Source: an optimization exercise on an open RTL-to-GDS flow (aim: small area). Production flows keep margins and buffers that such runs may drop.
The flow treats the clock pin as an ideal source, which a real chip does not have.
Power figures rest on the tool's default switching activity, not on a simulated workload.

## the baseline
## trace_codec
module trace_codec (
    input  wire        clk,
    input  wire        rst,
    input  wire        instruction_valid,
    input  wire        branch_taken,
    input  wire [31:0] branch_target,
    input  wire        trap,
    input  wire        is_return,
    input  wire        is_indirect_jump,
    input  wire        retire_valid,
    input  wire        writeback_valid,
    input  wire [4:0]  writeback_register,
    input  wire [31:0] writeback_value,
    input  wire        breakpoint_valid,
    input  wire [3:0]  breakpoint_reason,
    output wire [4:0]  enc_count,
    output wire [63:0] enc_data,
    input  wire [63:0] dec_window,
    input  wire [4:0]  dec_avail,
    output wire        dec_ok,
    output wire [1:0]  dec_fault,
    output wire [4:0]  dec_consumed,
    output wire        dec_seq_valid,
    output wire [2:0]  dec_seq,
    output wire        dec_branch_taken,
    output wire        dec_trap,
    output wire        dec_is_return,
    output wire        dec_is_indirect_jump,
    output wire        dec_pc_valid,
    output wire [31:0] dec_program_counter,
    output wire        dec_writeback_valid,
    output wire [4:0]  dec_writeback_register,
    output wire [31:0] dec_writeback_value,
    output wire        dec_breakpoint_valid,
    output wire [3:0]  dec_breakpoint_reason
);
Size: ~310 I/O pins, ~0.0059 sq mm of cells after synthesis.
export LEC_CHECK = 0
export CAP_MARGIN = 0
export CORE_MARGIN = 2
export CORE_UTILIZATION = 40
export PLACE_DENSITY = 0.7
export SLEW_MARGIN = 0
create_clock -name core_clock -period 30.0 [get_ports {clk}]
standard.sh (not shown) runs the stock make flow with config.mk's settings and CLKGATE_MAP_FILE= SYNTH_SCRIPT=/design/flow/synth_recipe.tcl, a recipe that flattens the netlist after the stock synthesis.
==> flow/flow/run.sh <==
#!/bin/bash
# Standard ORFS layout with these changes:
#  - after the standard synthesis, the logic between registers is re-mapped
#    for area by ABC (registers keep their names and cells);
#  - the port buffers use the smallest buffer cell;
#  - CTS inserts no dummy loads to balance the clock tree, and afterwards
#    each clock buffer is downsized where the clock slews allow it.
set -euo pipefail
R=orfs/results/sky130hd/trace_codec/base
LIB=$FLOW_HOME/platforms/sky130hd/lib/sky130_fd_sc_hd__tt_025C_1v80.lib
export BUFFER_PORTS_ARGS="-buffer_cell sky130_fd_sc_hd__buf_1"
# CTS buffers: config.mk's CTS_BUF_LIST, else clkbuf_16
CTS_BUFS=$(sed -n 's/^export CTS_BUF_LIST *= *//p' config.mk)
CTS_BUFS=${CTS_BUFS:-sky130_fd_sc_hd__clkbuf_16}
export POST_CTS_TCL="$PWD/flow/post_cts.tcl"
export CTS_ARGS="-sink_clustering_enable -repair_clock_nets -dont_use_dummy_load -buf_list {$CTS_BUFS}"
bash standard.sh synth > synth.log 2>&1
cp $R/1_2_yosys.v std_1_2_yosys.v
# try each ABC script, keep the smallest netlist
best=""
for s in flow/abc_*.abc; do
  n=$(basename "$s" .abc)
  bash flow/resyn.sh "$PWD/std_1_2_yosys.v" "$PWD/resyn_$n.v" "$PWD/$s" "$LIB" "$PWD/flow/dont_use.txt"
  a=$(grep 'Chip area for module' "resyn_$n.v.stat" | awk '{print $NF}')
  echo "$n $a" >> resyn_areas.txt
  if [[ -z "$best" ]] || awk -v a="$a" -v b="$best_a" 'BEGIN{exit !(a < b)}'; then best=$n; best_a=$a; fi
done
echo "chosen $best $best_a" >> resyn_areas.txt
cp "resyn_$best.v" resyn.v
grep -c dfxtp std_1_2_yosys.v > regs_std.txt
grep -c dfxtp resyn.v > regs_resyn.txt
cmp regs_std.txt regs_resyn.txt
cp resyn.v $R/1_2_yosys.v
rm -f $R/1_synth.odb
bash standard.sh synth > synth_odb.log 2>&1
bash standard.sh > standard.log 2>&1
Other scripts of this flow, unchanged in this note and not shown: flow/flow/abc_a.abc, flow/flow/abc_b.abc, flow/flow/abc_c.abc, flow/flow/abc_d.abc, flow/flow/abc_e.abc, flow/flow/abc_f.abc, flow/flow/abc_g.abc, flow/flow/dont_use.txt, flow/flow/post_cts.tcl, flow/flow/resyn.sh
Both conditions hold for the baseline: the flow ran to the end and the final layout passed the timing, design-rule and antenna checks.
> inputs changed (the baseline -> the candidate)
- CORE_UTILIZATION now 33, was 40
- PLACE_DENSITY no longer set, was 0.7
## What came out
The candidate ends up with lower utilization than the baseline does.
On internal power, the candidate and the baseline are basically level.
Of the candidate and the baseline, the lower first-pass GRT wire length belongs to the baseline.
Setup slack was lower in the run labelled the candidate.
Taking the baseline as the reference, in the candidate wire length now sits higher; total routing usage reported by global routing now sits lower.
Where total vias in the final route is concerned, the baseline is outperformed by the candidate.
Function was not checked in any run of this note: the RTL went through the layout flow alone.

-- re-timing with driven ports --
The flow's constraints put no driver on any port. The routed layouts listed below were extracted and timed again, unchanged, in two steps. Step 1: set_driving_cell puts a clkbuf_16 on clk and a buf_2 on each other input, an assumption about the parent block. Step 2 adds t to the input delays and takes it off the output delays; t is the mean of the earliest and latest rising clock arrival at the registers after step 1. Input paths then give back, and output paths get back, about the clock's delay inside the block. Slacks: ideal ports / drivers / drivers and shift; pairs: ideal ports / drivers.
| run | t, ns | slack for setup (ns) | clock arrival spread, ns | worst slew at a driven data input, ns | cell pins on the clock port's net |
|---|---|---|---|---|---|
| the baseline | 0.406 | 16.928 / 16.941 / 16.535 | 0.022 / 0.022 | 0.07 | 1 |
| the candidate | 0.418 | 16.865 / 16.884 / 16.465 | 0.034 / 0.035 | 0.07 | 1 |
After both steps every run listed still meets setup and hold. For the candidate, which loses most, drivers alone change the setup slack by +0.019 ns; drivers and shift together by -0.400 ns.
